What follows belongs to an exercise in optimizing a design on an open flow for small area; a production flow would make more cautious choices. The RTL was checked by simulation tests, not by an equivalence proof against the original design. No driver is modelled on the clock port, so clocking that relies on it looks cheaper here than on a real chip. No activity file was given, so power comes from the tool's default toggle rates.

**design.v**
```verilog
module psx_timebase (
    input  wire        clk,
    input  wire        rst,
    output wire [5:0]  ph,
    output wire [30:0] seq_hi,
    output wire        seq_odd,
    output wire        tick
);
    reg        first;
    reg [36:0] cnt;
    wire hold = first & ph[5] & ~ph[4];
    always @(posedge clk) begin
        if (rst) begin
            cnt   <= {31'd0, 6'd52};
            first <= 1'b1;
        end else begin
            if (hold)
                first <= 1'b0;
            else
                cnt <= cnt + 37'd1;
        end
    end
    assign ph      = cnt[5:0];
    assign seq_hi  = cnt[36:6];
    assign seq_odd = ph[5] & ph[4] & (ph[3] | (ph[2] & ph[1] & ph[0]));
    assign tick    = (ph == 6'd51);
endmodule
module psx_producer (
    input  wire        clk,
    input  wire [13:0] pins,
    input  wire [5:0]  ph,
    output reg  [13:0] level
);
    always @(posedge clk) begin
        if (ph == 6'd52)
            level <= pins;
    end
endmodule
module psx_consumer (
    input  wire        clk,
    input  wire        rst,
    input  wire        rd_start,
    input  wire [5:0]  ph,
    input  wire        seq_odd,
    input  wire [13:0] level,
    output wire        rd_busy,
    output wire        rd_valid,
    output reg  [13:0] res
);
    localparam [3:0] C_NONE = 4'd0, C_DONE = 4'd1,
                     C_B1 = 4'd8,  C_B2 = 4'd9,  C_B3 = 4'd10, C_B4 = 4'd11,
                     C_B5 = 4'd12, C_B6 = 4'd13, C_B7 = 4'd14, C_B8 = 4'd15,
                     C_B9 = 4'd2,  C_B10 = 4'd3;
    reg [3:0] st, nx;
    wire ph_ok = ~seq_odd & (ph[5] | ph[4] | (ph[3] & (ph[2] | ph[1] | ph[0])));
    always @* begin
        case (st)
            C_NONE, C_DONE: nx = rd_start ? C_B1 : st;
            C_B1:  nx = C_B2;
            C_B2:  nx = C_B3;
            C_B3:  nx = C_B4;
            C_B4:  nx = C_B5;
            C_B5:  nx = C_B6;
            C_B6:  nx = C_B7;
            C_B7:  nx = C_B8;
            C_B8:  nx = C_B9;
            C_B9:  nx = C_B10;
            C_B10: nx = ph_ok ? C_DONE : C_B10;
            default: nx = C_NONE;
        endcase
    end
    always @(posedge clk) begin
        if (rst)
            st <= C_NONE;
        else
            st <= nx;
    end
    always @(posedge clk) begin
        if (!rd_valid && !(ph[5] & ph[4]))
            res <= level;
    end
    assign rd_valid = (st == C_DONE);
    assign rd_busy  = (st != C_NONE) && (st != C_DONE);
endmodule
module psx_annunciator (
    input  wire       clk,
    input  wire       rst,
    input  wire       tick,
    input  wire       st_valid,
    input  wire [2:0] st_code,
    output wire       indicator
);
    localparam [2:0] S_IDLE = 3'd0, S_READY = 3'd1, S_POLLING = 3'd2,
                     S_CONFIG = 3'd3, S_ERROR = 3'd4;
    reg  [2:0] status;
    reg  [5:0] m;
    reg  [2:0] u;
    reg  [2:0] k;
    wire set_change = st_valid && (st_code <= S_ERROR) && (st_code != status);
    wire m_end  = m[5] & m[4] & m[0];                  
    wire blinky = (status == S_POLLING) || (status == S_CONFIG);
    wire paused = k[2] & (k[1] | ~status[0]);          
    wire u_hit  = (status == S_READY) ? (u[1] & u[0]) :    
                  (status == S_ERROR) ? 1'b1 :             
                  !blinky             ? 1'b0 :             
                  paused              ? (u[2] & u[0])      
                                      : u[0];              
    wire fire = tick & m_end & u_hit;
    always @(posedge clk) begin
        if (rst | set_change | (tick & m_end))
            m <= 6'd0;
        else if (tick)
            m <= m + 6'd1;
        if (rst | set_change | fire)
            u <= 3'd0;
        else if (tick & m_end)
            u <= u + 3'd1;
        if (rst | set_change)
            k <= 3'd0;
        else if (fire)
            k <= (blinky & paused) ? 3'd1 : k + 3'd1;
    end
    always @(posedge clk) begin
        if (rst)
            status <= S_IDLE;
        else if (set_change)
            status <= st_code;
    end
    assign indicator = k[0];
endmodule
module psx_snapshot_block (
    input  wire        clk,
    input  wire        rst,
    input  wire [13:0] pins,
    input  wire        rd_start,
    output wire        rd_busy,
    output wire        rd_valid,
    output wire [63:0] rd_data,
    input  wire        st_valid,
    input  wire [2:0]  st_code,
    output wire        indicator,
    output wire [31:0] seq_dbg
);
    wire [5:0]  ph;
    wire [30:0] seq_hi;
    wire        seq_odd;
    wire        tick;
    wire [13:0] level;
    wire [13:0] L;
    psx_timebase u_timebase (
        .clk     (clk),
        .rst     (rst),
        .ph      (ph),
        .seq_hi  (seq_hi),
        .seq_odd (seq_odd),
        .tick    (tick)
    );
    psx_producer u_producer (
        .clk   (clk),
        .pins  (pins),
        .ph    (ph),
        .level (level)
    );
    psx_consumer u_consumer (
        .clk      (clk),
        .rst      (rst),
        .rd_start (rd_start),
        .ph       (ph),
        .seq_odd  (seq_odd),
        .level    (level),
        .rd_busy  (rd_busy),
        .rd_valid (rd_valid),
        .res      (L)
    );
    psx_annunciator u_annunciator (
        .clk       (clk),
        .rst       (rst),
        .tick      (tick),
        .st_valid  (st_valid),
        .st_code   (st_code),
        .indicator (indicator)
    );
    assign rd_data[7:0]   = {L[10], L[9], L[11], L[8], L[12], 1'b1, 1'b1, L[13]};
    assign rd_data[15:8]  = {L[3], L[1], L[0], L[2], L[5], L[4], L[7], L[6]};
    assign rd_data[23:16] = {8{~L[6]}};
    assign rd_data[31:24] = {8{~L[7]}};
    assign rd_data[63:32] = 32'h80808080;
    assign seq_dbg = {seq_hi, seq_odd};
endmodule
```
**flow/run.sh**
```bash
#!/bin/bash
# Own layout flow: the standard ORFS flow (standard.sh) with these changes:
#  - synthesis is the standard script (synth_recipe.tcl) with an area-oriented ABC
#    script for the combinational logic; registers are mapped exactly as in the
#    standard synthesis;
#  - the port buffers buffer_ports inserts are the smallest buffer, buf_1;
#  - tie cells are not duplicated per load;
#  - clock tree: no dummy loads; built from clkbuf_4, then the buffers whose
#    flip-flop clock pins would see a high slew are upsized (post_cts.tcl).
# Every tool's full output goes to the ORFS logs under orfs/logs and to
# own_flow.log in this folder.
set -euo pipefail
W=$(cd "$(dirname "$0")/.." && pwd)
F=$W/flow
cd "$W"
{
  printf 'proc abc {args} { set i [lsearch $args -script]; if {$i >= 0} { lset args [expr {$i+1}] %s }; yosys abc {*}$args }\n' "$F/abc_area.script"
  cat "$W/synth_recipe.tcl"
} > "$W/own_synth.tcl"
bash "$W/standard.sh" \
  SYNTH_SCRIPT="$W/own_synth.tcl" \
  BUFFER_PORTS_ARGS="-buffer_cell sky130_fd_sc_hd__buf_1" \
  SKIP_REPAIR_TIE_FANOUT=1 \
  CORE_UTILIZATION=65 \
  GPL_TIMING_DRIVEN=0 \
  CTS_ARGS="-sink_clustering_enable -repair_clock_nets -dont_use_dummy_load -buf_list sky130_fd_sc_hd__clkbuf_4" \
  POST_CTS_TCL="$F/post_cts.tcl" \
  finish > "$W/own_flow.log" 2>&1
```
**flow/abc_area.script**
```
strash
ifraig
&get -n
&deepsyn -T 20
&put
strash
&get -n
&dch -f
&nf -R 1000
&put
topo
```
**flow/post_cts.tcl**
```tcl
estimate_parasitics -placement
set limit 0.112
set up {}
foreach pin [get_pins -hierarchical */CLK] {
  set worst 0
  foreach a {max min} { foreach e {rise fall} {
    set s [get_property $pin slew_${a}_$e]
    if {$s > $worst} { set worst $s }
  } }
  if {$worst > $limit} {
    set drv [get_pins -of_objects [get_nets -of_objects $pin] -filter "direction == output"]
    foreach d $drv {
      set inst [get_property $d full_name]
      set inst [string range $inst 0 [expr {[string last / $inst] - 1}]]
      if {[lsearch $up $inst] < 0} { lappend up $inst }
    }
  }
}
foreach inst $up {
  set c [get_cells $inst]
  set m [get_property $c ref_name]
  puts "post_cts: $inst ($m) drives a clock pin with slew over [expr {$limit * 1000}] ps"
  if {$m eq "sky130_fd_sc_hd__clkbuf_4"} {
    replace_cell $inst sky130_fd_sc_hd__clkbuf_8
  }
}
if {[llength $up]} {
  detailed_placement
  estimate_parasitics -placement
}
```
**standard.sh**
```bash
#!/bin/bash
# synth_recipe.tcl (not shown) runs the flow's synth.tcl, then flattens the netlist and writes it again
# the make line also repeats each setting of config.mk as NAME=value (left out here)
make -C /OpenROAD-flow-scripts/flow DESIGN_CONFIG=/design/flow/config.mk WORK_HOME=/design/flow/orfs CLKGATE_MAP_FILE= SYNTH_SCRIPT=/design/flow/synth_recipe.tcl "${@:-finish}"
```
**config.mk**
```make
export PLATFORM = sky130hd
export DESIGN_NAME = psx_snapshot_block
export DESIGN_NICKNAME = psx_snapshot_block
export VERILOG_FILES = /design/flow/design.v
export SDC_FILE = /design/flow/constraint.sdc
export NUM_CORES = 4
export LEC_CHECK = 0
export CAP_MARGIN = 20
export CORE_MARGIN = 2
export CORE_UTILIZATION = 40
export SLEW_MARGIN = 20
```
**constraint.sdc**
```tcl
create_clock -name core_clock -period 10.0 [get_ports {clk}]
set_input_delay 2.0000 -clock core_clock [delete_from_list [all_inputs] [get_ports {clk}]]
set_output_delay 2.0000 -clock core_clock [all_outputs]
set_load 0.01 [all_outputs]
```
==> results of run 1 <==
==> sequential cells by signal, indices dropped and copies added (netlist names) <==
name,cells
u_timebase.cnt,37
u_annunciator.k,3
u_annunciator.status,3
u_producer.level,14
u_consumer.res,14
u_annunciator.m,6
u_consumer.st,4
u_annunciator.u,3
u_timebase.first,1
==> logic make-up (layout without fill, tap and decap cells) <==
kind of cell | count (synthesis) | in the layout | synth area share, %
AOI/OAI and AO/OA | 61 | 61 | 10.1
xor gates and xnor gates | 6 | 6 | 1.48
adders and majority gates | 6 | 6 | 2.11
buffers and inverters | 60 | 155 | 11.5
DFF | 85 | 85 | 55.7
muxes | 2 | 2 | 0.598
other | 2 | 2 | 0.211
and+or+nand+nor | 126 | 126 | 18.3
==> layout make-up <==
cell class	instances	share of cell area [%]
Inverter	11	1.01
Multi-Input combinational cell	203	28.9
Buffer	49	9.04
Sequential cell	85	48.7
Clock buffer	9	2.12
Timing Repair Buffer	86	8.05
Tap cell	70	2.15
==> worst max-delay path by stage <==
stage	cells past startpoint	start	to	slack, ns
3_3_place_gp	5	rst	u_annunciator.k[1]	5.55
6_report	20	u_timebase.cnt[1]	u_timebase.cnt[36]	5.58
5_1_grt	20	u_timebase.cnt[1]	u_timebase.cnt[36]	5.11
2_1_floorplan	20	u_timebase.cnt[0]	u_timebase.cnt[36]	6.05
3_5_place_dp	20	u_timebase.cnt[1]	u_timebase.cnt[36]	5.68
==> critical path, cell delays in order, from the launching register on <==
cell	delay, ns
sky130_fd_sc_hd__dfxtp_1	0.42
sky130_fd_sc_hd__ha_1	0.23
sky130_fd_sc_hd__nand3_1	0.13
sky130_fd_sc_hd__nor2_1	0.14
sky130_fd_sc_hd__and2_0	0.19
sky130_fd_sc_hd__and3_1	0.21
sky130_fd_sc_hd__and3_1	0.22
sky130_fd_sc_hd__and3_1	0.21
sky130_fd_sc_hd__and3_1	0.20
sky130_fd_sc_hd__and3_1	0.21
sky130_fd_sc_hd__and3_1	0.21
sky130_fd_sc_hd__and3_1	0.20
sky130_fd_sc_hd__and3_1	0.21
sky130_fd_sc_hd__and3_1	0.20
sky130_fd_sc_hd__and3_1	0.21
sky130_fd_sc_hd__and3_1	0.23
sky130_fd_sc_hd__and3_1	0.23
sky130_fd_sc_hd__and3_1	0.21
sky130_fd_sc_hd__and3_1	0.20
sky130_fd_sc_hd__and3_1	0.16
sky130_fd_sc_hd__nor3_1	0.05
==> stage by stage <==
step	hold WS, ns	utilization [%]	setup WS [ns]	instances
6_report	0.423	78.2	5.58	513
5_1_grt	0.440	78.2	5.11	513
3_5_place_dp	0.405	76.5	5.68	504
3_3_place_gp	0.401	76.2	5.55	503
2_1_floorplan	0.400	-	6.05	348
==> Yosys cell counts <==
master	number	area (sq um)
sky130_fd_sc_hd__ha_1	6	75.1
sky130_fd_sc_hd__dfxtp_1	57	1140
sky130_fd_sc_hd__a21oi_1	38	190
sky130_fd_sc_hd__nand2_1	9	33.8
sky130_fd_sc_hd__and4_1	1	8.76
sky130_fd_sc_hd__or3_1	1	6.26
sky130_fd_sc_hd__conb_1	2	7.51
sky130_fd_sc_hd__xnor2_1	5	43.8
sky130_fd_sc_hd__a211o_1	1	8.76
sky130_fd_sc_hd__o21bai_1	2	15.0
sky130_fd_sc_hd__a311oi_1	1	8.76
sky130_fd_sc_hd__clkinv_1	11	41.3
sky130_fd_sc_hd__nand3_1	5	25.0
sky130_fd_sc_hd__edfxtp_1	28	841
sky130_fd_sc_hd__and3_1	34	213
sky130_fd_sc_hd__o21ai_0	5	25.0
sky130_fd_sc_hd__mux2i_1	1	10.0
sky130_fd_sc_hd__a22o_1	4	35.0
sky130_fd_sc_hd__nor2b_1	3	18.8
sky130_fd_sc_hd__nor3_1	41	205
sky130_fd_sc_hd__buf_4	49	368
sky130_fd_sc_hd__nor4b_1	1	8.76
sky130_fd_sc_hd__nand2b_1	1	6.26
sky130_fd_sc_hd__a32oi_1	1	8.76
sky130_fd_sc_hd__a21boi_0	1	7.51
sky130_fd_sc_hd__and2_0	3	18.8
sky130_fd_sc_hd__o32ai_1	1	8.76
sky130_fd_sc_hd__nor3b_1	2	15.0
sky130_fd_sc_hd__mux2_1	1	11.3
sky130_fd_sc_hd__a211oi_1	1	7.51
sky130_fd_sc_hd__nor2_1	25	93.8
sky130_fd_sc_hd__a31oi_1	3	18.8
sky130_fd_sc_hd__o21a_1	2	15.0
sky130_fd_sc_hd__a32o_1	1	10.0
sky130_fd_sc_hd__xor2_1	1	8.76
==> per-layer routing <==
layer,wire length (um),global-route usage (%),vias to the layer above
met5,0,0,-
met4,168,12.6,0
li1,-,-,1390
met3,454,4.77,19
met1,2990,26.7,1246
met2,3330,40.4,105
==> where the power goes <==
part           internal [W]  total [W]  switching (W)
combinational     0.0000226  0.0000538      0.0000312
clock             0.0000546   0.000150      0.0000958
sequential         0.000372   0.000380     0.00000738
total              0.000450   0.000584       0.000134
==> impl_metrics.json, run 1 <==
{
  "run_status": "timing/DRC/antenna clean",
  "initial_utilization_pct": 68.4,
  "setup_total_negative_slack_ns": 0,
  "peakVddDrop_mv": 0.108,
  "worst_slew_margin_rel_pct": 48.4,
  "timing.final.hold_violations": 0,
  "io_pins": 120,
  "path_class": "flip-flop to flip-flop",
  "ys_ff_latch": 85,
  "die-area_sq_um": 6080,
  "gp_routability_congestion": 0.763,
  "critical_path_arrival_ns": 4.67,
  "final.period_utilization_pct": 44.2,
  "yosysUniqueCellTypes": 35,
  "detailed_route_vias_per_instance": 5.38,
  "hp-class": "flip-flop to flip-flop",
  "grt_pass1_wl_mm": 11.1,
  "synth_seq_area_share_pct": 55.7,
  "pin_count_of_the_biggest_net_entering_global_routing": 44,
  "layout_commonest_cell": "sky130_fd_sc_hd__buf_1",
  "grt_setup_unrepaired": "false",
  "area_growth_syn_to_layout_pct": 14.3,
  "placementRows": 26,
  "power_per_cell_area_nw_per_um2": 143,
  "final_area_sq_um": 4070,
  "port_buffers": 85,
  "antennaDiodeCount": 0,
  "cts_sinks": 85,
  "syn-cell-area_sq_um": 3560,
  "antenna_left": 0,
  "grt_antenna_before_repair": 0,
  "critical_path_peak_fanout": 5,
  "cts.reportedPaths.clkPinSlew_ns": 0.08,
  "worst_r2r_startpoint": "u_timebase.cnt[1]",
  "regToRegSetupSlack_ns": 5.58,
  "yosys_warnings": 4,
  "multi_input_area_sq_um": 1180,
  "total_power_w": 0.000584,
  "regToRegEndpoint": "u_timebase.cnt[36]",
  "grt_pass1_vias": 2527,
  "layout-drive-gt1-share_pct": 14.0,
  "count_of_maximum_capacitance_violations": 0,
  "worstPathRequired_ns": 10.24,
  "die_width_um": 78,
  "synth_area_per_cell_sq_um": 10.2,
  "layout.cells.most_common_list": "sky130_fd_sc_hd__buf_1, sky130_fd_sc_hd__dfxtp_1, sky130_fd_sc_hd__buf_4, sky130_fd_sc_hd__nor3_1, sky130_fd_sc_hd__a21oi_1",
  "setup.worst_path.start_class": "flip-flop",
  "clock-skew-final_ns": 0.0237,
  "placeableCoreArea_sq_um": 5200,
  "filler_cell_count": 356,
  "cp-end-kind": "flip-flop",
  "synthCells": 348,
  "r2r.worst_path.cells": 20,
  "wl_per_cell_um": 13.5,
  "register_area_sq_um": 1980,
  "placed_cell_area_sq_um": 3980,
  "timing.fmax_mhz": 226,
  "tightestPinTransition_ns": 0.774,
  "detailed_place_hpwl_mm": 5.12,
  "finalNetCount": 472,
  "p_leak_nw": 1.65,
  "via_count": 2760,
  "report.final.setup_viol": 0,
  "timing.hold.worst_endpoint": "u_consumer.res[9]",
  "wl_mm": 6.94,
  "die_y_um": 78,
  "timing.final.max_slew_violations": 0,
  "worst_min_path_start": "u_producer.level[9]",
  "post-route-drc-count": 0,
  "grt_util_all_layers_pct": 23.2,
  "drt-pass1-iter-count": 4,
  "grt.overflow.total": 0,
  "hold_depth": 0,
  "drt_iter0_markers": 97,
  "clkLatencyLatePin_ns": 0.41,
  "cts_tree": "done",
  "finalWorstPathRequiredPeriod_ns": 4.42
}
==> inputs of run 2 (changes only) <==
--- a/flow/run.sh
+++ b/flow/run.sh
@@ -22,5 +22,5 @@
   BUFFER_PORTS_ARGS="-buffer_cell sky130_fd_sc_hd__buf_1" \
   SKIP_REPAIR_TIE_FANOUT=1 \
-  CORE_UTILIZATION=65 \
+  REMOVE_ABC_BUFFERS=1 \
   GPL_TIMING_DRIVEN=0 \
   CTS_ARGS="-sink_clustering_enable -repair_clock_nets -dont_use_dummy_load -buf_list sky130_fd_sc_hd__clkbuf_4" \
==> run 2 against run 1 <==
Against the previous run: sequential share of layout area rose by 3.6 points; via count fell by 6.7%; highest routed layer unchanged; synthesized cell count did not move; critical path type unchanged; still clean on timing, DRC and antenna.
==> impl_metrics.json, run 2 <==
{
  "run_status": "timing/DRC/antenna clean",
  "synth_seq_area_share_pct": 55.7,
  "cts_sinks": 85,
  "worst_slew_margin_rel_pct": 43.1,
  "hold-worst-slack_ns": 0.419,
  "synth.top_cell.area_share_pct": 32.1,
  "finalWorstPathRequiredPeriod_ns": 4.42,
  "synthTopCellsByCount": "sky130_fd_sc_hd__dfxtp_1, sky130_fd_sc_hd__buf_4, sky130_fd_sc_hd__nor3_1",
  "grt_setup_unrepaired": "false",
  "antennaDiodeCount": 0,
  "ys.flop_type": "sky130_fd_sc_hd__dfxtp_1",
  "p_leak_nw": 1.42,
  "detailed_route_vias_per_instance": 5.12,
  "clock-skew-final_ns": 0.0221,
  "timing.final.max_slew_violations": 0,
  "final.period_utilization_pct": 44.2,
  "grt.overflow.total": 0,
  "grt_util_all_layers_pct": 13.2,
  "power_per_cell_area_nw_per_um2": 154,
  "grt_pass1_vias": 2295,
  "wl_mm": 6.33,
  "wl_per_cell_um": 12.6,
  "hp-class": "flip-flop to flip-flop",
  "setup_total_negative_slack_ns": 0,
  "cp_slowest_stage_delay_ns": 0.41,
  "layout-drive-gt1-share_pct": 3.54,
  "cp-end-kind": "flip-flop",
  "critical_path_arrival_ns": 4.71,
  "cell_by_cell_trace_of_the_critical_path": "ha_1, nand3_1, nor2_1, and2_0, and3_1, and3_1, and3_1, and3_1, and3_1, and3_1, and3_1, and3_1, and3_1, and3_1, and3_1, and3_1, and3_1, and3_1, and3_1, nor3_1",
  "worstPathRequired_ns": 10.29,
  "async_flop_share_pct": 0,
  "placeableCoreArea_sq_um": 8680,
  "detailed_place_hpwl_mm": 4.73,
  "syn-cell-area_sq_um": 3560,
  "path_class": "flip-flop to flip-flop",
  "grt_antenna_before_repair": 0,
  "layout.cells.most_common_list": "sky130_fd_sc_hd__buf_1, sky130_fd_sc_hd__dfxtp_1, sky130_fd_sc_hd__nor3_1, sky130_fd_sc_hd__a21oi_1, sky130_fd_sc_hd__and3_1",
  "largest_register_ffs": 37,
  "report.final.setup_viol": 0,
  "top_regs": "u_timebase.cnt x37, u_consumer.res x14, u_producer.level x14",
  "yosysUniqueCellTypes": 35,
  "io_pins": 120,
  "yosys_warnings": 4,
  "setup.worst_path.start_class": "flip-flop",
  "timing.fmax_mhz": 226,
  "ys_ff_latch": 85,
  "die-area_sq_um": 9670,
  "port_buffers": 85,
  "netlist.top_cell.by_area": "sky130_fd_sc_hd__dfxtp_1",
  "cts_tree": "done",
  "count_of_maximum_capacitance_violations": 0,
  "cts.reportedPaths.clkPinSlew_ns": 0.09,
  "synth.top_cells.by_area": "sky130_fd_sc_hd__dfxtp_1, sky130_fd_sc_hd__edfxtp_1, sky130_fd_sc_hd__buf_4, sky130_fd_sc_hd__and3_1, sky130_fd_sc_hd__nor3_1",
  "yosysMostFrequentCell": "sky130_fd_sc_hd__dfxtp_1",
  "grt_pass1_wl_mm": 10.4,
  "synthCells": 348,
  "antenna_left": 0,
  "peakVddDrop_mv": 0.0499,
  "via_count": 2574,
  "area_growth_syn_to_layout_pct": 6.47,
  "initial_utilization_pct": 41.0,
  "layout_commonest_cell": "sky130_fd_sc_hd__buf_1",
  "drt_iter0_markers": 73,
  "tightestPinTransition_ns": 0.841,
  "placementRows": 34,
  "gp_routability_congestion": 0.758,
  "worst_path_most_repeated_cell": "sky130_fd_sc_hd__and3_1",
  "die_y_um": 98.3,
  "post_place_worst_slack_ns": 5.64,
  "pin_count_of_the_biggest_net_entering_global_routing": 32,
  "largest-register": "u_timebase.cnt",
  "drt-pass1-iter-count": 4,
  "post-route-drc-count": 0,
  "synth-edff-count": 28,
  "timing.final.hold_violations": 0,
  "finalNetCount": 424,
  "synth_area_per_cell_sq_um": 10.2,
  "critical_path_peak_fanout": 5,
  "setup_ws_ns": 5.58,
  "die_width_um": 98.3,
  "clkLatencyLatePin_ns": 0.41,
  "crit_slowest_cell": "sky130_fd_sc_hd__dfxtp_1"
}
[run 2: critical path, delay by kind of cell, from the launching register on]
family	cells	cell delay, ns
flip-flops	1	0.41
adder cells (fa/ha/maj)	1	0.23
AND/OR/NAND/NOR	19	3.65
[run 2: per-layer routing]
layer  vias to the layer above  track usage, %  share of wire [%]
met2                        80            21.1                 45
li1                       1295               -                  -
met1                      1190            16.5                 46
met3                         9            4.87                7.0
met4                         0            4.74                1.3
met5                         -               0                  0
[run 2: layout make-up]
| type | instances | area, sq um |
|---|---|---|
| clock buffers | 9 | 98.8 |
| inverters | 11 | 41.3 |
| multi-input cells | 203 | 1180 |
| flip-flops and latches | 85 | 1980 |
| well taps | 108 | 135 |
| fillers | 886 | 4890 |
| repair buffers | 87 | 355 |
[run 2: path summary, 6_finish.rpt]
check | depth (start not counted) | start | slack (ns) | to
worst max register to register | 20 | u_timebase.cnt[1] | 5.58 | u_timebase.cnt[36]
worst max-delay path | 20 | u_timebase.cnt[1] | 5.58 | u_timebase.cnt[36]
worst min register to register | 0 | u_producer.level[6] | 0.42 | u_consumer.res[6]
worst min-delay path | 0 | u_producer.level[6] | 0.42 | u_consumer.res[6]
[run 2: per-stage QoR]
step | instances | area, sq um | utilization [%] | power (W)
final | 503 | 3790 | 43.7 | 0.000582
after global placement | 492 | 3650 | 42.0 | 0.000425
after global routing | 503 | 3790 | 43.7 | 0.000611
after floorplan | 299 | 3190 | - | 0.000412
after detailed placement | 494 | 3690 | 42.5 | 0.000429
[run 2: kinds of logic (layout without fill, tap and decap cells)]
logic type	after synthesis	count (layout)	share of synthesized area [%]
simple gates	126	126	18.3
flops	85	85	55.7
compound gates	61	61	10.1
buf+inv	60	107	11.5
fa+ha+maj	6	6	2.11
xor+xnor	6	6	1.48
other cells	2	2	0.211
mux	2	2	0.598
[run 2: power breakdown]
group          switching, W  internal [W]  total (W)
Combinational     0.0000272     0.0000140  0.0000412
Sequential       0.00000663      0.000372   0.000379
Clock             0.0000987     0.0000630   0.000162
Total              0.000133      0.000449   0.000582
==> inputs of run 3 (changes only) <==
--- a/flow/run.sh
+++ b/flow/run.sh
@@ -22,6 +22,4 @@
   BUFFER_PORTS_ARGS="-buffer_cell sky130_fd_sc_hd__buf_1" \
   SKIP_REPAIR_TIE_FANOUT=1 \
-  REMOVE_ABC_BUFFERS=1 \
-  GPL_TIMING_DRIVEN=0 \
   CTS_ARGS="-sink_clustering_enable -repair_clock_nets -dont_use_dummy_load -buf_list sky130_fd_sc_hd__clkbuf_4" \
   POST_CTS_TCL="$F/post_cts.tcl" \
==> run 3 against run 2 <==
Against the previous run: global-route usage up 0.22 points; via count down 2.2%; maximum frequency up 3.6%; non-clock buffer count unchanged; power down 1.9%; combinational power down 3%; flip-flop and latch count unchanged; still clean on timing, DRC and antenna; setup slack better by 0.15 ns; hold slack better by 0.0035 ns; critical endpoint unchanged.
==> impl_metrics.json, run 3 <==
{
  "run_status": "timing/DRC/antenna clean",
  "area_growth_syn_to_layout_pct": 5.62,
  "grt_antenna_before_repair": 0,
  "grt_pass1_wl_mm": 10.7,
  "timing.hold.worst_endpoint": "u_consumer.res[8]",
  "die_y_um": 98.3,
  "antenna_left": 0,
  "critical_path_peak_fanout": 10,
  "worst_r2r_startpoint": "u_timebase.cnt[4]",
  "setup_ws_ns": 5.73,
  "cts_tree": "done",
  "path_class": "flip-flop to flip-flop",
  "crit_slowest_cell": "sky130_fd_sc_hd__dfxtp_1",
  "ys_ff_latch": 85,
  "detailed_place_hpwl_mm": 4.52,
  "clkLatencyLatePin_ns": 0.40,
  "yosysMostFrequentCell": "sky130_fd_sc_hd__dfxtp_1",
  "worst_slew_margin_rel_pct": 43.7,
  "initial_utilization_pct": 41.0,
  "layout-drive-gt1-share_pct": 3.29,
  "r2r.worst_path.cells": 19,
  "async_flop_share_pct": 0,
  "placeableCoreArea_sq_um": 8680,
  "worstSetupStartpoint": "u_timebase.cnt[4]",
  "layout.cells.most_common_list": "sky130_fd_sc_hd__buf_1, sky130_fd_sc_hd__dfxtp_1, sky130_fd_sc_hd__nor3_1, sky130_fd_sc_hd__a21oi_1, sky130_fd_sc_hd__and3_1",
  "power_per_cell_area_nw_per_um2": 152,
  "timing.fmax_mhz": 234,
  "post_place_worst_slack_ns": 5.82,
  "synthTopCellsByCount": "sky130_fd_sc_hd__dfxtp_1, sky130_fd_sc_hd__buf_4, sky130_fd_sc_hd__nor3_1",
  "cp_slowest_stage_delay_ns": 0.51,
  "count_of_maximum_capacitance_violations": 0,
  "yosysUniqueCellTypes": 35,
  "finalWorstPathRequiredPeriod_ns": 4.27,
  "grt.overflow.total": 0,
  "critical_path_arrival_ns": 4.52,
  "yosys_warnings": 4,
  "setup_total_negative_slack_ns": 0,
  "via_count": 2518,
  "io_pins": 120,
  "drt_iter0_markers": 64,
  "gp_routability_congestion": 0.771,
  "finalNetCount": 424,
  "register_area_sq_um": 1980,
  "hp-class": "flip-flop to flip-flop",
  "largest-register": "u_timebase.cnt",
  "synth.top_cells.by_area": "sky130_fd_sc_hd__dfxtp_1, sky130_fd_sc_hd__edfxtp_1, sky130_fd_sc_hd__buf_4, sky130_fd_sc_hd__and3_1, sky130_fd_sc_hd__nor3_1",
  "tightestPinTransition_ns": 0.832,
  "wl_mm": 6.12,
  "die-area_sq_um": 9670,
  "grt_util_all_layers_pct": 13.4,
  "synth-edff-count": 28,
  "synth.top_cell.area_share_pct": 32.1,
  "critical_path_buf_inv_count": 0,
  "report.final.setup_viol": 0,
  "antennaDiodeCount": 0,
  "post-route-drc-count": 0,
  "cts_sinks": 85,
  "hold_depth": 0,
  "ys.flop_type": "sky130_fd_sc_hd__dfxtp_1",
  "wl_per_cell_um": 12.2,
  "netlist.top_cell.by_area": "sky130_fd_sc_hd__dfxtp_1",
  "filler_cell_count": 872,
  "clock-skew-final_ns": 0.0323,
  "syn-cell-area_sq_um": 3560,
  "critPathTopFamily": "simple AND/OR/NAND/NOR gates",
  "detailed_route_vias_per_instance": 5.01,
  "final_area_sq_um": 3760,
  "top_regs": "u_timebase.cnt x37, u_consumer.res x14, u_producer.level x14",
  "grt_pass1_vias": 2381,
  "grt_setup_unrepaired": "false",
  "synth_area_per_cell_sq_um": 10.2,
  "multi_input_area_sq_um": 1180,
  "cts.reportedPaths.clkPinSlew_ns": 0.10,
  "p_leak_nw": 1.40,
  "regToRegSetupSlack_ns": 5.73,
  "drt-pass1-iter-count": 4,
  "worst_min_path_start": "u_producer.level[8]",
  "synth_seq_area_share_pct": 55.7,
  "final.period_utilization_pct": 42.7,
  "placed_cell_area_sq_um": 3670,
  "largest_register_ffs": 37,
  "worstPathRequired_ns": 10.25,
  "synthCells": 348,
  "timing.final.max_slew_violations": 0,
  "cell_by_cell_trace_of_the_critical_path": "nand2_1, nor2_1, and2_0, and3_1, and3_1, and3_1, and3_1, and3_1, and3_1, and3_1, and3_1, and3_1, and3_1, and3_1, and3_1, and3_1, and3_1, and3_1, nor3_1",
  "layout_commonest_cell": "sky130_fd_sc_hd__buf_1",
  "placementRows": 34,
  "setup.worst_path.start_class": "flip-flop",
  "peakVddDrop_mv": 0.0606,
  "regToRegEndpoint": "u_timebase.cnt[36]",
  "port_buffers": 85,
  "timing.final.hold_violations": 0,
  "die_width_um": 98.3,
  "cp-end-kind": "flip-flop",
  "pin_count_of_the_biggest_net_entering_global_routing": 44,
  "worst_path_most_repeated_cell": "sky130_fd_sc_hd__and3_1"
}
run 3: final cells by class:
class,count,share of cell area [%]
flip-flops and latches,85,52.7
well taps,108,3.59
repair buffers,87,8.92
multi-input cells,203,31.4
inverters,11,1.10
clock buffers,9,2.30
run 3: per-layer routing:
layer,wire [um],part of all wire [%],up-vias,track usage (%)
met1,2970,48,1126,18.0
li1,-,-,1297,-
met4,82,1.3,0,4.74
met5,0,0,-,0
met2,2640,43,86,20.9
met3,432,7.1,9,3.79
run 3: per-stage QoR:
| stage | power (W) | util, % | cells | hold slack, ns |
|---|---|---|---|---|
| floorplan | 0.000423 | - | 348 | 0.400 |
| global placement | 0.000426 | 42.3 | 494 | 0.401 |
| detailed placement | 0.000428 | 42.3 | 494 | 0.405 |
| global route | 0.000603 | 43.3 | 503 | 0.445 |
| finish | 0.000571 | 43.3 | 503 | 0.422 |
run 3: power by group:
part | internal (W) | switching (W)
clock | 0.0000547 | 0.0000968
combinational | 0.0000125 | 0.0000275
sequential | 0.000372 | 0.00000677
run 3: how the worst max path moves through the flow:
stage,slack (ns),to,depth (start not counted)
after floorplan,6.05,u_timebase.cnt[36],20
after global placement,5.89,u_timebase.cnt[36],20
after detailed placement,5.82,u_timebase.cnt[36],20
after global routing,5.24,u_timebase.cnt[36],19
final,5.73,u_timebase.cnt[36],19
run 3: kinds of logic after synthesis:
| group | after synthesis | synth area share, % |
|---|---|---|
| and+or+nand+nor | 126 | 18.3 |
| xor gates and xnor gates | 6 | 1.48 |
| other | 2 | 0.211 |
| AOI/OAI and AO/OA | 61 | 10.1 |
| adders and majority gates | 6 | 2.11 |
| DFF | 85 | 55.7 |
| buffers and inverters | 60 | 11.5 |
| muxes | 2 | 0.598 |
run 3: worst reg2reg max path, stage by stage (launching register included):
cell                      delay (ns)
sky130_fd_sc_hd__dfxtp_1        0.51
sky130_fd_sc_hd__nand2_1        0.23
sky130_fd_sc_hd__nor2_1         0.18
sky130_fd_sc_hd__and2_0         0.19
sky130_fd_sc_hd__and3_1         0.21
sky130_fd_sc_hd__and3_1         0.20
sky130_fd_sc_hd__and3_1         0.20
sky130_fd_sc_hd__and3_1         0.20
sky130_fd_sc_hd__and3_1         0.20
sky130_fd_sc_hd__and3_1         0.20
sky130_fd_sc_hd__and3_1         0.20
sky130_fd_sc_hd__and3_1         0.20
sky130_fd_sc_hd__and3_1         0.20
sky130_fd_sc_hd__and3_1         0.20
sky130_fd_sc_hd__and3_1         0.20
sky130_fd_sc_hd__and3_1         0.20
sky130_fd_sc_hd__and3_1         0.20
sky130_fd_sc_hd__and3_1         0.20
sky130_fd_sc_hd__and3_1         0.16
sky130_fd_sc_hd__nor3_1         0.05
==> inputs of run 4 (changes only) <==
--- a/design.v
+++ b/design.v
@@ -108,9 +108,9 @@
     wire fire = tick & m_end & u_hit;
     always @(posedge clk) begin
-        if (rst | set_change | (tick & m_end))
+        if (set_change | (tick & m_end))
             m <= 6'd0;
         else if (tick)
             m <= m + 6'd1;
-        if (rst | set_change | fire)
+        if (set_change | fire)
             u <= 3'd0;
         else if (tick & m_end)
==> run 4 against run 3 <==
Against the previous run: routed wire length grew 0.34%; count of clock-buffer cells in the layout is the same; maximum frequency shrank 0.75%; register-to-register slack lost 0.03 ns; critical path depth grew 1; largest power group unchanged; cell count shrank 1.2%; area after synthesis shrank 0.53%; setup slack lost 0.032 ns; clock power grew 7%; first-iteration DRC count grew 6.3%; clock skew shrank 0.0021 ns.
==> impl_metrics.json, run 4 <==
{
  "run_status": "timing/DRC/antenna clean",
  "finish.utilization_pct": 43.3,
  "grt_pass1_vias": 2275,
  "antennaDiodeCount": 0,
  "placeableCoreArea_sq_um": 8640,
  "largest-register": "u_timebase.cnt",
  "synth_area_per_cell_sq_um": 10.4,
  "top_regs": "u_timebase.cnt x37, u_consumer.res x14, u_producer.level x14",
  "timing.fmax_mhz": 233,
  "layout_commonest_cell": "sky130_fd_sc_hd__buf_1",
  "cp-end-kind": "flip-flop",
  "synth.top_cells.by_area": "sky130_fd_sc_hd__dfxtp_1, sky130_fd_sc_hd__edfxtp_1, sky130_fd_sc_hd__buf_4, sky130_fd_sc_hd__and3_1, sky130_fd_sc_hd__a21oi_1",
  "power.share.combinational_pct": 6.4,
  "post-route-drc-count": 0,
  "p_sw_w": 0.000133,
  "finalNetCount": 418,
  "synthCells": 342,
  "finalWorstPathRequiredPeriod_ns": 4.30,
  "detailed_place_hpwl_mm": 4.40,
  "ys.flop_type": "sky130_fd_sc_hd__dfxtp_1",
  "intPower_w": 0.000447,
  "tightestPinTransition_ns": 0.596,
  "critical_path_peak_fanout": 5,
  "setup.worst_path.start_class": "flip-flop",
  "peakVddDrop_mv": 0.0848,
  "worst_slew_margin_rel_pct": 60.3,
  "post_place_worst_slack_ns": 5.79,
  "layout-drive-gt1-share_pct": 3.08,
  "timing.final.max_slew_violations": 0,
  "die-area_sq_um": 9620,
  "clock-skew-final_ns": 0.0302,
  "grt_setup_unrepaired": "false",
  "hold_depth": 0,
  "cts_sinks": 85,
  "die_width_um": 98.1,
  "wl_per_cell_um": 12.4,
  "port_buffers": 85,
  "setup_total_negative_slack_ns": 0,
  "largest_register_ffs": 37,
  "setup_ws_ns": 5.70,
  "grt.overflow.total": 0,
  "critical_path_arrival_ns": 4.58,
  "async_flop_share_pct": 0,
  "share_seq_of_total_power_pct": 65.6,
  "power_per_cell_area_nw_per_um2": 155,
  "final_area_sq_um": 3740,
  "drt-pass1-iter-count": 5,
  "grt_antenna_before_repair": 0,
  "worstPathRequired_ns": 10.28,
  "r2r.worst_path.cells": 20,
  "power.share.clock_pct": 28.0,
  "placementRows": 34,
  "p_leak_nw": 1.41,
  "pin_count_of_the_biggest_net_entering_global_routing": 43,
  "netSwitchingFraction_pct": 22.9,
  "die_y_um": 98.1,
  "timing.final.hold_violations": 0,
  "count_of_maximum_capacitance_violations": 0,
  "via_count": 2523,
  "grt_pass1_wl_mm": 10.2,
  "yosys_warnings": 4,
  "syn-cell-area_sq_um": 3540,
  "path_class": "flip-flop to flip-flop",
  "initial_utilization_pct": 41.0,
  "synth-edff-count": 28,
  "yosysUniqueCellTypes": 36,
  "filler_cell_count": 862,
  "antenna_left": 0,
  "drt_iter0_markers": 68,
  "report.final.setup_viol": 0,
  "area_growth_syn_to_layout_pct": 5.69,
  "ys_ff_latch": 85,
  "detailed_route_vias_per_instance": 5.08,
  "hp-class": "flip-flop to flip-flop",
  "synth.top_cell.area_share_pct": 32.2,
  "placed_cell_area_sq_um": 3640,
  "io_pins": 120,
  "clkLatencyLatePin_ns": 0.43,
  "gp_routability_congestion": 0.793,
  "final.period_utilization_pct": 43.0,
  "netlist.top_cell.by_area": "sky130_fd_sc_hd__dfxtp_1",
  "yosysMostFrequentCell": "sky130_fd_sc_hd__dfxtp_1",
  "cts_tree": "done",
  "total_power_w": 0.000580,
  "wl_mm": 6.15,
  "synthTopCellsByCount": "sky130_fd_sc_hd__dfxtp_1, sky130_fd_sc_hd__buf_4, sky130_fd_sc_hd__a21oi_1",
  "layout.cells.most_common_list": "sky130_fd_sc_hd__buf_1, sky130_fd_sc_hd__dfxtp_1, sky130_fd_sc_hd__a21oi_1, sky130_fd_sc_hd__and3_1, sky130_fd_sc_hd__nor3_1",
  "synth_seq_area_share_pct": 56.0,
  "cts.reportedPaths.clkPinSlew_ns": 0.10,
  "grt_util_all_layers_pct": 12.9
}
run 4: cell count changes after synthesis, sizes merged, moves of 3 or more:
cell    previous run  this run
a211oi             1         4
nand2              9         6
nor3              41        35
xnor2              5         1
run 4: layout make-up:
type	instances	area, sq um	area share (%)
sequential	85	1980	53.0
inverter	10	37.5	1.00
clock buffer	9	98.8	2.64
tap	108	135	3.61
multi-input combinational	198	1150	30.8
timing repair buffer	87	335	8.96
run 4: cell families after synthesis:
family | after synthesis | share of synthesized area [%]
muxes | 3 | 0.883
DFF | 85 | 56.0
adders and majority gates | 6 | 2.12
AOI/OAI and AO/OA | 67 | 11.3
buffers and inverters | 59 | 11.4
xor gates and xnor gates | 3 | 0.742
other | 2 | 0.212
and+or+nand+nor | 117 | 17.3
run 4: worst paths after layout:
path	startpoint	to	slack, ns
setup reg to reg	u_timebase.cnt[1]	u_timebase.cnt[36]	5.70
hold reg to reg	u_producer.level[6]	u_consumer.res[6]	0.41
setup / recovery	u_timebase.cnt[1]	u_timebase.cnt[36]	5.70
hold / removal	u_producer.level[6]	u_consumer.res[6]	0.41
run 4: critical path, cell delays in order, from the launching register on:
cell and delay [ns]:
sky130_fd_sc_hd__dfxtp_1 0.40, sky130_fd_sc_hd__ha_1 0.24, sky130_fd_sc_hd__nand3_1 0.14, sky130_fd_sc_hd__nor2_1 0.14, sky130_fd_sc_hd__and2_0 0.19, sky130_fd_sc_hd__and3_1 0.21, sky130_fd_sc_hd__and3_1 0.20, sky130_fd_sc_hd__and3_1 0.20
sky130_fd_sc_hd__and3_1 0.20, sky130_fd_sc_hd__and3_1 0.20, sky130_fd_sc_hd__and3_1 0.20, sky130_fd_sc_hd__and3_1 0.21, sky130_fd_sc_hd__and3_1 0.20, sky130_fd_sc_hd__and3_1 0.20, sky130_fd_sc_hd__and3_1 0.21, sky130_fd_sc_hd__and3_1 0.20
sky130_fd_sc_hd__and3_1 0.20, sky130_fd_sc_hd__and3_1 0.20, sky130_fd_sc_hd__and3_1 0.20, sky130_fd_sc_hd__and3_1 0.16, sky130_fd_sc_hd__nor3_1 0.04
run 4: per-layer routing:
layer / up-vias / track usage, % / routed length (um)
met4: 0 / 4.27 / 73
li1: 1287 / - / -
met3: 11 / 4.44 / 452
met5: - / 0 / 0
met1: 1141 / 16.2 / 2890
met2: 84 / 20.9 / 2730
run 4: per-stage QoR:
stage | hold WS [ns] | instances
detailed placement | 0.405 | 488
floorplan | 0.400 | 342
global placement | 0.401 | 488
finish | 0.409 | 497
global route | 0.431 | 497
run 4: power by group through the flow:
stage / sequential (W) / combinational (W) / clock, W
6_report: 0.000380 / 0.0000373 / 0.000162
5_1_grt: 0.000382 / 0.0000432 / 0.000181
3_5_place_dp: 0.000388 / 0.0000382 / 0
3_3_place_gp: 0.000387 / 0.0000374 / 0
2_1_floorplan: 0.000386 / 0.0000362 / 0
==> inputs of run 5 (changes only) <==
--- a/design.v
+++ b/design.v
@@ -9,15 +9,23 @@
     reg        first;
     reg [36:0] cnt;
+    wire [37:0] c;
+    wire [36:0] d;
     wire hold = first & ph[5] & ~ph[4];
-    always @(posedge clk) begin
-        if (rst) begin
-            cnt   <= {31'd0, 6'd52};
+    assign c[0] = ~hold;
+    genvar i;
+    generate
+        for (i = 0; i < 37; i = i + 1) begin : g_bit
+            if (i == 2 || i == 4 || i == 5)
+                psx_cnt_bit1 u_bit (.rst(rst), .q(cnt[i]), .ci(c[i]), .d(d[i]), .co(c[i+1]));
+            else
+                psx_cnt_bit0 u_bit (.rst(rst), .q(cnt[i]), .ci(c[i]), .d(d[i]), .co(c[i+1]));
+        end
+    endgenerate
+    always @(posedge clk) begin
+        cnt <= d;
+        if (rst)
             first <= 1'b1;
-        end else begin
-            if (hold)
-                first <= 1'b0;
-            else
-                cnt <= cnt + 37'd1;
-        end
+        else if (hold)
+            first <= 1'b0;
     end
     assign ph      = cnt[5:0];
@@ -25,4 +33,24 @@
     assign seq_odd = ph[5] & ph[4] & (ph[3] | (ph[2] & ph[1] & ph[0]));
     assign tick    = (ph == 6'd51);
+endmodule
+module psx_cnt_bit0 (
+    input  wire rst,
+    input  wire q,
+    input  wire ci,
+    output wire d,
+    output wire co
+);
+    assign co = q & ci;
+    assign d  = ~(rst | co | ~(q | ci));
+endmodule
+module psx_cnt_bit1 (
+    input  wire rst,
+    input  wire q,
+    input  wire ci,
+    output wire d,
+    output wire co
+);
+    assign co = q & ci;
+    assign d  = ~((~rst & co) | (~rst & ~(q | ci)));
 endmodule
 module psx_producer (
@@ -107,13 +135,24 @@
                                       : u[0];              
     wire fire = tick & m_end & u_hit;
-    always @(posedge clk) begin
-        if (set_change | (tick & m_end))
-            m <= 6'd0;
-        else if (tick)
-            m <= m + 6'd1;
-        if (set_change | fire)
-            u <= 3'd0;
-        else if (tick & m_end)
-            u <= u + 3'd1;
+    wire       m_clr = set_change | (tick & m_end);
+    wire       u_clr = set_change | fire;
+    wire [6:0] mc;
+    wire [3:0] uc;
+    wire [5:0] m_nx;
+    wire [2:0] u_nx;
+    assign mc[0] = tick;
+    assign uc[0] = tick & m_end;
+    genvar i;
+    generate
+        for (i = 0; i < 6; i = i + 1) begin : g_m
+            psx_cnt_bit0 u_bit (.rst(m_clr), .q(m[i]), .ci(mc[i]), .d(m_nx[i]), .co(mc[i+1]));
+        end
+        for (i = 0; i < 3; i = i + 1) begin : g_u
+            psx_cnt_bit0 u_bit (.rst(u_clr), .q(u[i]), .ci(uc[i]), .d(u_nx[i]), .co(uc[i+1]));
+        end
+    endgenerate
+    always @(posedge clk) begin
+        m <= m_nx;
+        u <= u_nx;
         if (rst | set_change)
             k <= 3'd0;
--- a/config.mk
+++ b/config.mk
@@ -10,2 +10,3 @@
 export CORE_UTILIZATION = 40
 export SLEW_MARGIN = 20
+export SYNTH_HIERARCHICAL = 1
==> run 5 against run 4 <==
Against the previous run: flip-flop and latch count unchanged; routed wire length decreased by 9.6%; sequential power fell by 2%; non-clock buffer count is the same; hold slack improved by 0.0043 ns; utilization is 0.51 points higher; clock power fell by 6%; via count down 7.9%; largest cell class unchanged; die area is 2.5% lower; sequential share of layout area rose by 1.5 points; cell count did not move; combinational power down 19%.
==> impl_metrics.json, run 5 <==
{
  "run_status": "timing/DRC/antenna clean",
  "regToRegSetupSlack_ns": 2.09,
  "clock-skew-final_ns": 0.0259,
  "layout.cells.most_common_list": "sky130_fd_sc_hd__buf_1, sky130_fd_sc_hd__dfxtp_1, sky130_fd_sc_hd__nor2_1, sky130_fd_sc_hd__and2_0, sky130_fd_sc_hd__nor3_1",
  "die_width_um": 96.9,
  "worst_path_most_repeated_cell": "sky130_fd_sc_hd__and2_0",
  "port_buffers": 85,
  "wl_mm": 5.56,
  "synthCells": 345,
  "placementRows": 33,
  "peakVddDrop_mv": 0.0528,
  "r2r.worst_path.cells": 39,
  "synth.top_cell.area_share_pct": 33.1,
  "drt-pass1-iter-count": 4,
  "power_per_cell_area_nw_per_um2": 153,
  "wl_per_cell_um": 11.2,
  "drt_iter0_markers": 91,
  "netlist.top_cell.by_area": "sky130_fd_sc_hd__dfxtp_1",
  "synth_seq_area_share_pct": 57.5,
  "finalWorstPathRequiredPeriod_ns": 7.91,
  "critical_path_buf_inv_count": 0,
  "detailed_place_hpwl_mm": 3.91,
  "async_flop_share_pct": 0,
  "critical_path_arrival_ns": 8.19,
  "top_regs": "u_timebase.cnt x37, u_consumer.res x14, u_producer.level x14",
  "count_of_maximum_capacitance_violations": 0,
  "yosysMostFrequentCell": "sky130_fd_sc_hd__dfxtp_1",
  "timing.final.max_slew_violations": 0,
  "cts.reportedPaths.clkPinSlew_ns": 0.10,
  "crit_slowest_cell": "sky130_fd_sc_hd__dfxtp_1",
  "worst_min_path_start": "u_producer.level[12]",
  "p_leak_nw": 1.25,
  "timing.final.hold_violations": 0,
  "timing.hold.worst_endpoint": "u_consumer.res[12]",
  "die_y_um": 96.9,
  "tightestPinTransition_ns": 1.02,
  "worst_slew_margin_rel_pct": 32.0,
  "layout-drive-gt1-share_pct": 3.32,
  "io_pins": 120,
  "grt_util_all_layers_pct": 12.5,
  "synth_area_per_cell_sq_um": 10.0,
  "syn-cell-area_sq_um": 3450,
  "setup.worst_path.start_class": "flip-flop",
  "report.final.setup_viol": 0,
  "worstPathRequired_ns": 10.28,
  "grt_antenna_before_repair": 0,
  "filler_cell_count": 800,
  "clkLatencyLatePin_ns": 0.41,
  "area_growth_syn_to_layout_pct": 5.52,
  "gp_routability_congestion": 0.793,
  "register_area_sq_um": 1980,
  "final.period_utilization_pct": 79.1,
  "multi_input_area_sq_um": 1070,
  "largest-register": "u_timebase.cnt",
  "finalNetCount": 416,
  "detailed_route_vias_per_instance": 4.68,
  "grt.overflow.total": 0,
  "synth-edff-count": 28,
  "hp-class": "flip-flop to flip-flop",
  "critical_path_peak_fanout": 7,
  "synth.top_cells.by_area": "sky130_fd_sc_hd__dfxtp_1, sky130_fd_sc_hd__edfxtp_1, sky130_fd_sc_hd__buf_4, sky130_fd_sc_hd__and2_0, sky130_fd_sc_hd__nor3_1",
  "ys_ff_latch": 85,
  "hold_depth": 0,
  "via_count": 2324,
  "setup_total_negative_slack_ns": 0,
  "critPathTopFamily": "simple AND/OR/NAND/NOR gates",
  "timing.fmax_mhz": 126,
  "largest_register_ffs": 37,
  "worst_r2r_startpoint": "u_timebase.cnt[4]",
  "synthTopCellsByCount": "sky130_fd_sc_hd__dfxtp_1, sky130_fd_sc_hd__nor2_1, sky130_fd_sc_hd__buf_4",
  "yosysUniqueCellTypes": 34,
  "cts_tree": "done",
  "regToRegEndpoint": "u_timebase.cnt[36]",
  "die-area_sq_um": 9380,
  "cts_sinks": 85,
  "post_place_worst_slack_ns": 2.20,
  "cp-end-kind": "flip-flop",
  "path_class": "flip-flop to flip-flop",
  "grt_setup_unrepaired": "false",
  "grt_pass1_vias": 2181,
  "antennaDiodeCount": 0,
  "grt_pass1_wl_mm": 9.63,
  "yosys_warnings": 10,
  "post-route-drc-count": 0,
  "placeableCoreArea_sq_um": 8300,
  "setup_ws_ns": 2.09,
  "pin_count_of_the_biggest_net_entering_global_routing": 43,
  "antenna_left": 0,
  "initial_utilization_pct": 41.5,
  "layout_commonest_cell": "sky130_fd_sc_hd__buf_1",
  "cp_slowest_stage_delay_ns": 0.45,
  "ys.flop_type": "sky130_fd_sc_hd__dfxtp_1"
}
==> run 5: cell types whose count changed after synthesis, sizes merged, moves of 3 or more <==
| cell | before | now |
|---|---|---|
| ha | 6 | 1 |
| a211oi | 4 | 1 |
| and3 | 35 | 1 |
| a21oi | 38 | 7 |
| nor3 | 35 | 46 |
| and2 | 3 | 47 |
| nor2 | 25 | 53 |
==> run 5: worst max-delay path by stage <==
| stage | startpoint | end | slack (ns) | cells past startpoint |
|---|---|---|---|---|
| global placement | u_timebase.cnt[4] | u_timebase.cnt[36] | 2.51 | 39 |
| detailed placement | u_timebase.cnt[4] | u_timebase.cnt[36] | 2.20 | 39 |
| floorplan | u_timebase.cnt[4] | u_timebase.cnt[36] | 3.09 | 39 |
| global route | u_timebase.cnt[4] | u_timebase.cnt[36] | 0.98 | 39 |
| finish | u_timebase.cnt[4] | u_timebase.cnt[36] | 2.09 | 39 |
==> run 5: cell type report <==
cell class                      count  area share (%)
Clock buffer                        9            2.37
Timing Repair Buffer               87            9.22
Sequential cell                    85            54.5
Multi-Input combinational cell    201            29.3
Tap cell                          105            3.61
Inverter                           10            1.03
==> run 5: kinds of logic (layout without fill, tap and decap cells) <==
kind of cell / after synthesis / count (layout) / share of synthesized area [%]
other cells: 2 / 2 / 0.218
flops: 85 / 85 / 57.5
buf+inv: 59 / 106 / 11.8
simple gates: 166 / 166 / 24.1
xor+xnor: 2 / 2 / 0.508
compound gates: 30 / 30 / 5.55
fa+ha+maj: 1 / 1 / 0.363
==> run 5: metal layers <==
metal | vias up | part of all wire, % | track usage (%)
met5 | - | 0 | 0
met4 | 0 | 2.0 | 6.39
met3 | 9 | 7.6 | 3.61
met2 | 75 | 42 | 19.7
met1 | 1017 | 49 | 15.5
li1 | 1223 | - | -
==> run 5: Yosys stat by module (local to each module, per instance) <==
module | flops+latches | copies in the design | cell area (sq um) | cells inside
psx_timebase | 38 | 1 | 800 | 45
psx_consumer | 18 | 1 | 613 | 38
psx_annunciator | 15 | 1 | 520 | 55
psx_producer | 14 | 1 | 434 | 16
psx_snapshot_block | 0 | 1 | 383 | 53
psx_cnt_bit1 | 0 | 3 | 17.5 | 3
psx_cnt_bit0 | 0 | 43 | 15.0 | 3
==> run 5: through the flow <==
stage | instances | hold slack, ns | power, W | utilization [%] | instance area, sq um
3_5_place_dp | 488 | 0.405 | 0.000413 | 42.8 | 3550
3_3_place_gp | 488 | 0.401 | 0.000412 | 42.8 | 3550
6_report | 497 | 0.413 | 0.000557 | 43.8 | 3640
2_1_floorplan | 345 | 0.400 | 0.000411 | - | 3450
5_1_grt | 497 | 0.424 | 0.000586 | 43.8 | 3640
==> run 5: where the power goes <==
group	switching [W]	leakage, nW	internal (W)	total, W
combinational	0.0000216	0.477	0.00000852	0.0000301
clock	0.0000982	0.0492	0.0000548	0.000153
sequential	0.00000533	0.723	0.000369	0.000374
total	0.000125	1.25	0.000432	0.000557
==> inputs of run 6 (changes only) <==
--- a/design.v
+++ b/design.v
@@ -15,11 +15,15 @@
     genvar i;
     generate
-        for (i = 0; i < 37; i = i + 1) begin : g_bit
-            if (i == 2 || i == 4 || i == 5)
-                psx_cnt_bit1 u_bit (.rst(rst), .q(cnt[i]), .ci(c[i]), .d(d[i]), .co(c[i+1]));
-            else
-                psx_cnt_bit0 u_bit (.rst(rst), .q(cnt[i]), .ci(c[i]), .d(d[i]), .co(c[i+1]));
+        for (i = 0; i < 36; i = i + 2) begin : g_pair
+            psx_cnt_pair #(.RV((i == 4) ? 2'b11 : (i == 2) ? 2'b01 : 2'b00)) u_pair (
+                .rst (rst),
+                .q   (cnt[i+1:i]),
+                .ci  (c[i]),
+                .d   (d[i+1:i]),
+                .co  (c[i+2])
+            );
         end
     endgenerate
+    psx_cnt_bit0 u_top (.rst(rst), .q(cnt[36]), .ci(c[36]), .d(d[36]), .co(c[37]));
     always @(posedge clk) begin
         cnt <= d;
@@ -44,13 +48,19 @@
     assign d  = ~(rst | co | ~(q | ci));
 endmodule
-module psx_cnt_bit1 (
-    input  wire rst,
-    input  wire q,
-    input  wire ci,
-    output wire d,
-    output wire co
-);
-    assign co = q & ci;
-    assign d  = ~((~rst & co) | (~rst & ~(q | ci)));
+module psx_cnt_pair #(
+    parameter [1:0] RV = 2'b00
+) (
+    input  wire       rst,
+    input  wire [1:0] q,
+    input  wire       ci,
+    output wire [1:0] d,
+    output wire       co
+);
+    wire c1 = q[0] & ci;
+    assign co = q[1] & c1;
+    assign d[0] = RV[0] ? ~((~rst & c1) | (~rst & ~(q[0] | ci)))
+                        : ~(rst | c1 | ~(q[0] | ci));
+    assign d[1] = RV[1] ? ~((~rst & co) | (~rst & ~(q[1] | c1)))
+                        : ~(rst | co | ~(q[1] | c1));
 endmodule
 module psx_producer (
@@ -145,11 +155,10 @@
     genvar i;
     generate
-        for (i = 0; i < 6; i = i + 1) begin : g_m
-            psx_cnt_bit0 u_bit (.rst(m_clr), .q(m[i]), .ci(mc[i]), .d(m_nx[i]), .co(mc[i+1]));
-        end
-        for (i = 0; i < 3; i = i + 1) begin : g_u
-            psx_cnt_bit0 u_bit (.rst(u_clr), .q(u[i]), .ci(uc[i]), .d(u_nx[i]), .co(uc[i+1]));
+        for (i = 0; i < 6; i = i + 2) begin : g_m
+            psx_cnt_pair u_pair (.rst(m_clr), .q(m[i+1:i]), .ci(mc[i]), .d(m_nx[i+1:i]), .co(mc[i+2]));
         end
     endgenerate
+    psx_cnt_pair u_u0 (.rst(u_clr), .q(u[1:0]), .ci(uc[0]), .d(u_nx[1:0]), .co(uc[2]));
+    psx_cnt_bit0 u_u2 (.rst(u_clr), .q(u[2]), .ci(uc[2]), .d(u_nx[2]), .co(uc[3]));
     always @(posedge clk) begin
         m <= m_nx;
--- a/config.mk
+++ b/config.mk
@@ -9,4 +9,5 @@
 export CORE_MARGIN = 2
 export CORE_UTILIZATION = 40
+export PLACE_DENSITY = 0.8
 export SLEW_MARGIN = 20
 export SYNTH_HIERARCHICAL = 1
==> run 6 against run 5 <==
Against the previous run: count of clock-buffer cells in the layout is the same; global-route usage is essentially flat; via count grew 2.9%; cell area shrank 0.96%; clock skew grew 0.0026 ns; synthesized cell count shrank 6.4%; clock power shrank 3%; flip-flop and latch count is the same; setup slack gained 2.3 ns; critical endpoint unchanged; largest cell class unchanged; largest power group unchanged.
==> impl_metrics.json, run 6 <==
{
  "detailed_route_vias_per_instance": 5.04,
  "peakVddDrop_mv": 0.0838,
  "run_status": "timing/DRC/antenna clean",
  "yosys_warnings": 10,
  "hp-class": "flip-flop to flip-flop",
  "detailroute.wirelength.met3_um": 586,
  "power.share.combinational_pct": 5.8,
  "synth.top_cell.area_share_pct": 33.4,
  "report.final.setup_viol": 0,
  "synth_area_per_cell_sq_um": 10.6,
  "largest-register": "u_timebase.cnt",
  "final_area_sq_um": 3600,
  "timing.fmax_mhz": 179,
  "count_of_maximum_capacitance_violations": 0,
  "timing.final.hold_violations": 0,
  "crit_slowest_cell": "sky130_fd_sc_hd__dfxtp_1",
  "clock-skew-final_ns": 0.0285,
  "highest-signal-layer": "met4",
  "placed_cell_area_sq_um": 3520,
  "ys.flop_type": "sky130_fd_sc_hd__dfxtp_1",
  "place.detailed.instances": 465,
  "setup_total_negative_slack_ns": 0,
  "drt_iter0_markers": 104,
  "clkLatencyLatePin_ns": 0.40,
  "worst_min_path_start": "u_producer.level[3]",
  "post-route-drc-count": 0,
  "finalWorstPathRequiredPeriod_ns": 5.58,
  "synth.top_cells.by_area": "sky130_fd_sc_hd__dfxtp_1, sky130_fd_sc_hd__edfxtp_1, sky130_fd_sc_hd__buf_4, sky130_fd_sc_hd__a21oi_1, sky130_fd_sc_hd__o21a_1",
  "cell_by_cell_trace_of_the_critical_path": "nand3b_1, and3_1, and3_1, and3_1, and3_1, and3_1, and3_1, and3_1, and3_1, and3_1, and3_1, and3_1, and3_1, and3_1, and3_1, and3_1, and3_1, and3_1, and3_1, and2_0, nor3_1",
  "share_seq_of_total_power_pct": 67.4,
  "placeableCoreArea_sq_um": 8260,
  "detailed_place_hpwl_mm": 4.24,
  "layout-drive-gt1-share_pct": 3.25,
  "worst_r2r_startpoint": "u_timebase.cnt[4]",
  "die_y_um": 96.5,
  "antenna_left": 0,
  "grt_pass1_vias": 2104,
  "io_pins": 120,
  "cp-end-kind": "flip-flop",
  "critical_path_arrival_ns": 5.81,
  "ys_ff_latch": 85,
  "tightestPinTransition_ns": 0.988,
  "p_sw_w": 0.000123,
  "area_growth_syn_to_layout_pct": 5.34,
  "final.period_utilization_pct": 55.8,
  "async_flop_share_pct": 0,
  "regToRegEndpoint": "u_timebase.cnt[36]",
  "drt-pass1-iter-count": 4,
  "layout_commonest_cell": "sky130_fd_sc_hd__buf_1",
  "multi_input_area_sq_um": 1040,
  "layout.cells.most_common_list": "sky130_fd_sc_hd__buf_1, sky130_fd_sc_hd__dfxtp_1, sky130_fd_sc_hd__a21oi_1, sky130_fd_sc_hd__edfxtp_1, sky130_fd_sc_hd__nor3_1",
  "hold_depth": 0,
  "wl_per_cell_um": 12.2,
  "timing.final.max_slew_violations": 0,
  "pin_count_of_the_biggest_net_entering_global_routing": 43,
  "placementRows": 33,
  "gp_routability_congestion": 0.783,
  "register_area_sq_um": 1980,
  "wl_mm": 5.79,
  "synth-edff-count": 28,
  "count_of_placed_standard_cells_in_the_final_layout_fillers_left_out": 474,
  "power_per_cell_area_nw_per_um2": 154,
  "met2_wire_length_mm": 2.74,
  "regToRegSetupSlack_ns": 4.42,
  "worstPathRequired_ns": 10.23,
  "path_class": "flip-flop to flip-flop",
  "power.share.clock_pct": 26.8,
  "p_leak_nw": 1.31,
  "cp_slowest_stage_delay_ns": 0.47,
  "r2r.worst_path.cells": 21,
  "grt_setup_unrepaired": "false",
  "netSwitchingFraction_pct": 22.1,
  "synthCells": 323,
  "routedLengthMet1_mm": 2.44,
  "finalNetCount": 393,
  "worst_path_most_repeated_cell": "sky130_fd_sc_hd__and3_1",
  "worst_slew_margin_rel_pct": 33.8,
  "initial_utilization_pct": 41.4,
  "timing.hold.worst_endpoint": "u_consumer.res[3]",
  "die-area_sq_um": 9310,
  "via_count": 2391,
  "synth_seq_area_share_pct": 57.9,
  "synthTopCellsByCount": "sky130_fd_sc_hd__dfxtp_1, sky130_fd_sc_hd__a21oi_1, sky130_fd_sc_hd__buf_4",
  "netlist.top_cell.by_area": "sky130_fd_sc_hd__dfxtp_1",
  "grt.overflow.total": 0,
  "die_width_um": 96.5,
  "antennaDiodeCount": 0,
  "syn-cell-area_sq_um": 3420,
  "yosysMostFrequentCell": "sky130_fd_sc_hd__dfxtp_1",
  "intPower_w": 0.000433,
  "port_buffers": 85,
  "grt_antenna_before_repair": 0,
  "top_regs": "u_timebase.cnt x37, u_consumer.res x14, u_producer.level x14",
  "worstSetupStartpoint": "u_timebase.cnt[4]",
  "cts_sinks": 85,
  "grt_util_all_layers_pct": 12.4,
  "setup.worst_path.start_class": "flip-flop",
  "setup_ws_ns": 4.42,
  "critical_path_peak_fanout": 8,
  "cts.reportedPaths.clkPinSlew_ns": 0.10,
  "largest_register_ffs": 37,
  "filler_cell_count": 818,
  "yosysUniqueCellTypes": 34,
  "cts_tree": "done",
  "post_place_worst_slack_ns": 4.54,
  "grt_pass1_wl_mm": 8.99
}
[run 6: through the flow]
step | hold slack, ns | util, % | power (W)
global route | 0.414 | 43.6 | 0.000585
floorplan | 0.400 | - | 0.000413
global placement | 0.401 | 42.6 | 0.000413
detailed placement | 0.405 | 42.6 | 0.000415
finish | 0.410 | 43.6 | 0.000556
[run 6: power by group through the flow]
stage	combinational [W]	sequential, W	clock [W]
3_3_place_gp	0.0000318	0.000381	0
6_report	0.0000325	0.000374	0.000149
3_5_place_dp	0.0000329	0.000382	0
5_1_grt	0.0000377	0.000376	0.000172
2_1_floorplan	0.0000325	0.000381	0
[run 6: layer usage]
metal / track usage [%] / vias up
li1: - / 1222
met1: 13.9 / 1073
met2: 21.5 / 93
met3: 5.66 / 3
met4: 3.17 / 0
met5: 0 / -
[run 6: layout make-up]
| type | instances | area share [%] |
|---|---|---|
| well taps | 105 | 3.65 |
| multi-input cells | 179 | 28.8 |
| clock buffers | 9 | 2.40 |
| repair buffers | 86 | 9.10 |
| flip-flops and latches | 85 | 55.0 |
| inverters | 10 | 1.04 |
[run 6: cells by family (layout without fill, tap and decap cells)]
group                    Yosys count  in the layout  synth area share (%)
AND/OR/NAND/NOR                   82             82                  12.9
XOR/XNOR                           4              4                  1.02
adder cells (fa/ha/maj)            1              1                 0.366
other                              2              2                 0.220
buffers and inverters             59            105                  11.9
AO/OA/AOI/OAI                     90             90                  15.7
flip-flops                        85             85                  57.9
[run 6: worst max-delay path by stage]
| stage | endpoint | cells after the start |
|---|---|---|
| floorplan | u_timebase.cnt[36] | 21 |
| global placement | u_timebase.cnt[36] | 21 |
| detailed placement | u_timebase.cnt[36] | 21 |
| global route | u_timebase.cnt[36] | 21 |
| finish | u_timebase.cnt[36] | 21 |
[run 6: modules after synthesis, one instance, submodules excluded, a selection]
module              cell area [sq um]  cells
psx_annunciator                   520     55
psx_cnt_bit0                     15.0      3
psx_cnt_pair                     28.8      5
psx_consumer                      613     38
psx_producer                      434     16
psx_snapshot_block                383     53
psx_timebase                      800     45
[run 6: critical path: cells and delay by family, from the launching register on]
| kind | cells | cell delay (ns) |
|---|---|---|
| and+or+nand+nor | 21 | 4.93 |
| DFF | 1 | 0.47 |

==> static timing again, ports no longer ideal <==
The results above use ideal ports. As a check the final layouts listed here were re-extracted and re-timed, cells and wires unchanged.
Step 1: set_driving_cell puts a clkbuf_16 on clk and a buf_2 on each other input, an assumption about the parent block.
Step 2 adds t to the input delays and takes it off the output delays; t is the mean of the earliest and latest rising clock arrival at the registers after step 1. Input paths then give back, and output paths get back, about the clock's delay inside the block.
a / b / c = no drivers / after step 1 / after step 2; a / b = the first two.
run	t (ns)	setup slack, ns	hold slack, ns	worst data-port slew with drivers (ns)	pins driven straight from the clock port
run 1	0.422	5.575 / 5.575 / 5.575	0.423 / 0.423 / 0.423	0.04	1
run 2	0.428	5.580 / 5.580 / 5.580	0.419 / 0.419 / 0.419	0.05	1
run 3	0.409	5.733 / 5.733 / 5.733	0.422 / 0.422 / 0.422	0.03	1
run 4	0.440	5.701 / 5.701 / 5.701	0.409 / 0.409 / 0.409	0.04	1
run 5	0.423	2.088 / 2.088 / 2.088	0.413 / 0.413 / 0.413	0.04	1
run 6	0.415	4.420 / 4.420 / 4.420	0.410 / 0.410 / 0.410	0.03	1
After both steps every run listed still meets setup and hold.
